This is an optimization exercise on Yosys and OpenROAD, whose aim is small area and few clock cycles, not a production implementation. The RTL was checked by simulation tests, not by an equivalence proof against the original design. Power figures rest on the tool's default switching activity, not on a simulated workload.

==> flow/design.v (excerpt) <==
module akjtag_core (
    input  wire        clk,
    input  wire        rst,           
    input  wire        start,
    output wire        busy,
    output wire [2:0]  halt_cause,
    output reg  [7:0]  req_pos,
    output reg  [5:0]  resp_pos,
    output wire        req_rd,
    output wire [6:0]  req_addr,
    input  wire [31:0] req_rdata,
    output wire        resp_we,
    output wire [4:0]  resp_addr,
    output wire [31:0] resp_wdata,
    output reg         tck,
    output reg         tms,
    output reg         tdi,
    output wire        ntrst,
    input  wire        tdo
);
    localparam [31:0] FIRMWARE_VERSION = 32'h414B_0007;
    localparam [2:0] H_NONE     = 3'd0;
    localparam [2:0] H_END      = 3'd2;
    localparam [2:0] H_FAILURE  = 3'd3;
    localparam [2:0] H_REQ_OOB  = 3'd4;
    localparam [2:0] H_RESP_OOB = 3'd5;
    localparam [2:0] H_STATE_ID = 3'd6;
    localparam [2:0] H_LENGTH   = 3'd7;
    localparam [3:0] TLR = 4'd0;
    localparam [3:0] RTI = 4'd1;
    localparam [3:0] SDR = 4'd4;
    localparam [3:0] SIR = 4'd11;
    localparam [2:0] F_STOP  = 3'd0;    
    localparam [2:0] F_ISSUE = 3'd1;    
    localparam [2:0] F_OP    = 3'd2;    
    localparam [2:0] F_ARG   = 3'd3;    
    localparam [2:0] F_LEN   = 3'd4;    
    localparam [2:0] F_END   = 3'd5;    
    localparam [2:0] F_PEND  = 3'd6;    
    localparam [2:0] B_IDLE  = 3'd0;
    localparam [2:0] B_MOVE  = 3'd1;    
    localparam [2:0] B_RST   = 3'd2;    
    localparam [2:0] B_RUNF  = 3'd3;    
    localparam [2:0] B_MVSH  = 3'd4;    
    localparam [2:0] B_SHIFT = 3'd5;    
    localparam [2:0] B_RUN   = 3'd6;    
    localparam [2:0] B_BRW   = 3'd7;    
    reg  [2:0]  fst;
    reg  [4:0]  flg;           
    reg  [2:0]  hc;            
    reg  [3:0]  def_end;
  ...
clock: 10.0 ns
lec_check: 0
cap_margin: 20
core_margin: 2
core_utilization: 40
slew_margin: 20
run.sh (not shown) runs the stock make flow with config.mk's settings and CLKGATE_MAP_FILE= SYNTH_SCRIPT=/design/flow/synth_recipe.tcl, a recipe that flattens the netlist after the stock synthesis.
Testbench counts at the start, summed over its fixed seeds: cycles 115,421.
Change:
==> flow/flow/run.sh (new file) <==
#!/bin/bash
# Layout: the standard flow (standard.sh) with two changes.
#  - Synthesis runs the same script (synth_recipe.tcl), but ABC maps the
#    combinational logic with an area-oriented script (flow/abc_area.script).
#    Flip-flops are mapped before ABC runs, so the registers are the standard
#    synthesis's (same names, count and cells).
#  - buffer_ports gives every input and output port a sky130_fd_sc_hd__buf_1.
# Each tool's full output is in orfs/logs/; make's output is in standard.log.
set -uo pipefail
HERE=$(pwd)
export MY_ABC_SCRIPT=$HERE/flow/abc_area.script
export FLOW_SYNTH_TCL=$HERE/synth_recipe.tcl
bash standard.sh finish SYNTH_SCRIPT=$HERE/flow/synth_area.tcl \
  "BUFFER_PORTS_ARGS=-buffer_cell sky130_fd_sc_hd__buf_1" > standard.log 2>&1
==> flow/flow/abc_area.script (new file) <==
strash
&get -n
&deepsyn -T 30
&put
dch -f
map -a
strash
dch -f
map -a
topo
==> flow/flow/synth_area.tcl (new file) <==
# The standard flow's synthesis script (synth_recipe.tcl) with ABC's script for the
# combinational logic replaced by flow/abc_area.script.
proc abc {args} {
  set i [lsearch -exact $args -script]
  if {$i >= 0} {
    lset args [expr {$i + 1}] $::env(MY_ABC_SCRIPT)
  }
  yosys abc {*}$args
}
source $::env(FLOW_SYNTH_TCL)
==> flow/standard.sh (new file) <==
#!/bin/bash
# synth_recipe.tcl (not shown) runs the flow's synth.tcl, then flattens the netlist and writes it again
# the make line also repeats each setting of config.mk as NAME=value (left out here)
make -C /OpenROAD-flow-scripts/flow DESIGN_CONFIG=/design/flow/config.mk WORK_HOME=/design/flow/orfs CLKGATE_MAP_FILE= SYNTH_SCRIPT=/design/flow/synth_recipe.tcl "${@:-finish}"
- ABC_AREA: unset -> 1
removed: flow/run.sh
After rerunning:
- The changed run completed with no timing, DRC or antenna violations
- hold slack gets worse by 0.036 ns
- worst setup slack improved by 1.3 ns
- via count decreases by 13%
- total power increases by 13%
- utilization drops by 1.6 points
- die area decreases by 15%

run A:
akjtag_core, a different RTL version from the one above (not shown whole).
For scale: ~720 cells after synthesis, about 93 flip-flops, about 100 I/O pins.
==> flow/config.mk <==
export PLATFORM = sky130hd
export DESIGN_NAME = akjtag_core
export DESIGN_NICKNAME = akjtag_core
export VERILOG_FILES = /design/flow/design.v
export SDC_FILE = /design/flow/constraint.sdc
export NUM_CORES = 4
export LEC_CHECK = 0
export ABC_AREA = 1
export CAP_MARGIN = 0
export CORE_MARGIN = 2
export CORE_UTILIZATION = 55
export CTS_BUF_LIST = sky130_fd_sc_hd__clkbuf_4 sky130_fd_sc_hd__clkbuf_8
export SLEW_MARGIN = 0
==> flow/constraint.sdc <==
create_clock -name core_clock -period 10.0 [get_ports {clk}]
set_input_delay 2.0000 -clock core_clock [delete_from_list [all_inputs] [get_ports {clk}]]
set_output_delay 2.0000 -clock core_clock [all_outputs]
set_load 0.01 [all_outputs]
standard.sh (not shown) runs the stock make flow with config.mk's settings and CLKGATE_MAP_FILE= SYNTH_SCRIPT=/design/flow/synth_recipe.tcl, a recipe that flattens the netlist after the stock synthesis.
==> flow/flow/run.sh <==
#!/bin/bash
# Layout: the standard flow (standard.sh) with these changes.
#  - Synthesis runs the same script (synth_recipe.tcl), but ABC maps the
#    combinational logic with an area-oriented script (flow/abc_area.script).
#    Flip-flops are mapped before ABC runs, so the registers are the standard
#    synthesis's (same names, count and cells).
#  - buffer_ports gives every input and output port a sky130_fd_sc_hd__buf_1.
#  - clock tree synthesis inserts no dummy loads.
# Each tool's full output is in orfs/logs/; make's output is in standard.log.
set -uo pipefail
HERE=$(pwd)
export MY_ABC_SCRIPT=$HERE/flow/abc_area.script
export FLOW_SYNTH_TCL=$HERE/synth_recipe.tcl
bash standard.sh finish SYNTH_SCRIPT=$HERE/flow/synth_area.tcl \
  "BUFFER_PORTS_ARGS=-buffer_cell sky130_fd_sc_hd__buf_1" \
  "CTS_ARGS=-sink_clustering_enable -repair_clock_nets -dont_use_dummy_load -buf_list {sky130_fd_sc_hd__clkbuf_4 sky130_fd_sc_hd__clkbuf_8} -sink_clustering_size 25" \
  > standard.log 2>&1
==> flow/flow/abc_area.script <==
strash
&get -n
&deepsyn -T 30
&dch -f
&nf -a -R 1000 -p
&put
topo
==> flow/flow/synth_area.tcl <==
# The standard flow's synthesis script (synth_recipe.tcl) with ABC's script for the
# combinational logic replaced by flow/abc_area.script.
proc abc {args} {
  set i [lsearch -exact $args -script]
  if {$i >= 0} {
    lset args [expr {$i + 1}] $::env(MY_ABC_SCRIPT)
  }
  yosys abc {*}$args
}
source $::env(FLOW_SYNTH_TCL)
Testbench counts of run A, summed over its fixed seeds: cycles 114,576.
For run B, these inputs were changed with respect to run A:
==> flow/flow/abc_area.script <==
strash
dch -f
map -a
strash
&get -n
&deepsyn -T 30
&dch -f -r
&nf -a -R 1000 -p
&put
topo
--- outcome ---
Power density over the cells in run B vs run A: up 35 nW/um2. Wire length, run A and run B: lower on run A. From run A to run B, non-clock buffer count did not move at all. Delta(time the worst path needs with I/O delays and setup, run B - run A) < 0. Looking at share of cell area taken by flip-flops and latches, run B sits 0.31 points below run A. Looking only at compound-gate portion of the synthesized area, and setting everything else aside, the higher value of run A and run B goes to run B. There was hardly any difference in relative area of non-clock buffer cells in the final design between run A and run B.
> inputs changed (run B -> run C)
- putting GPL_TIMING_DRIVEN at 0 where nothing was set
- swapping 55 for 65 in CORE_UTILIZATION
- putting GPL_ROUTABILITY_DRIVEN at 0 where nothing was set
==> flow/flow/abc_area.script <==
strash
&get -n
&deepsyn -T 30
&dch -f
&nf -a -R 1000 -p
&put
topo
Notes after the runs:
Looking at run B and run C, the clock transition at the registers of the reported paths is a wash.
In summary, run C completed successfully, with a layout that passed the timing, DRC and antenna checks.
Compared with run B, in run C post-detailed-routing wire length saw a decrease, number of nets in the synthesized netlist went down, biggest cell delay along the critical path shows no meaningful change.
What run D does differently from run C at the input level:
- swapping 65 for 55 in CORE_UTILIZATION
- clearing GPL_TIMING_DRIVEN, which used to be 0
- clearing GPL_ROUTABILITY_DRIVEN, which used to be 0
==> flow/flow/abc_area.script <==
strash
&get -n
&deepsyn -T 30
&dch -f
&nf -a -R 1000 -p -F 20 -A 20
&put
topo
[summary]
- Lower die area was reported by run C, not run D.
- Diff run C -> run D: cell area now smaller, share of the final layout cell area in sequential cells now larger.
- The timing startpoint of the critical path comes out req_rdata[28] in one run and req_rdata[0] in the other, namely in run D and run C respectively.

## port drivers added, routing unchanged
The results above use ideal ports. As a check the final layouts listed here were re-extracted and re-timed, cells and wires unchanged. Step 1, drivers: a clkbuf_16 drives clk and a buf_2 each remaining input, both assumed. Step 2 times the ports against the registers' clock, not the clock port: input delays grow and output delays shrink by t, the midpoint of the rising clock arrivals with the driver on. Three values: no drivers, after step 1, after step 2; two values: the first two.
| run | t, ns | setup slack, ns | worst register clock-pin slew, ns | worst data-port slew with drivers (ns) |
|---|---|---|---|---|
| the first run of note 1 | 0.393 | 2.517 / 2.487 / 2.487 | 0.08 / 0.08 | 0.04 |
| the second run of note 1 | 0.394 | 3.801 / 3.781 / 3.781 | 0.07 / 0.07 | 0.04 |
| run A | 0.389 | 3.488 / 3.468 / 3.468 | 0.10 / 0.10 | 0.03 |
| run B | 0.399 | 3.495 / 3.473 / 3.346 | 0.11 / 0.11 | 0.04 |
| run C | 0.385 | 3.154 / 3.130 / 3.130 | 0.09 / 0.09 | 0.04 |
| run D | 0.389 | 3.609 / 3.584 / 3.584 | 0.10 / 0.10 | 0.04 |
After both steps every run listed still meets setup and hold. The setup slack of run B, which loses most, moves by -0.022 ns with the drivers and by -0.149 ns with both steps.
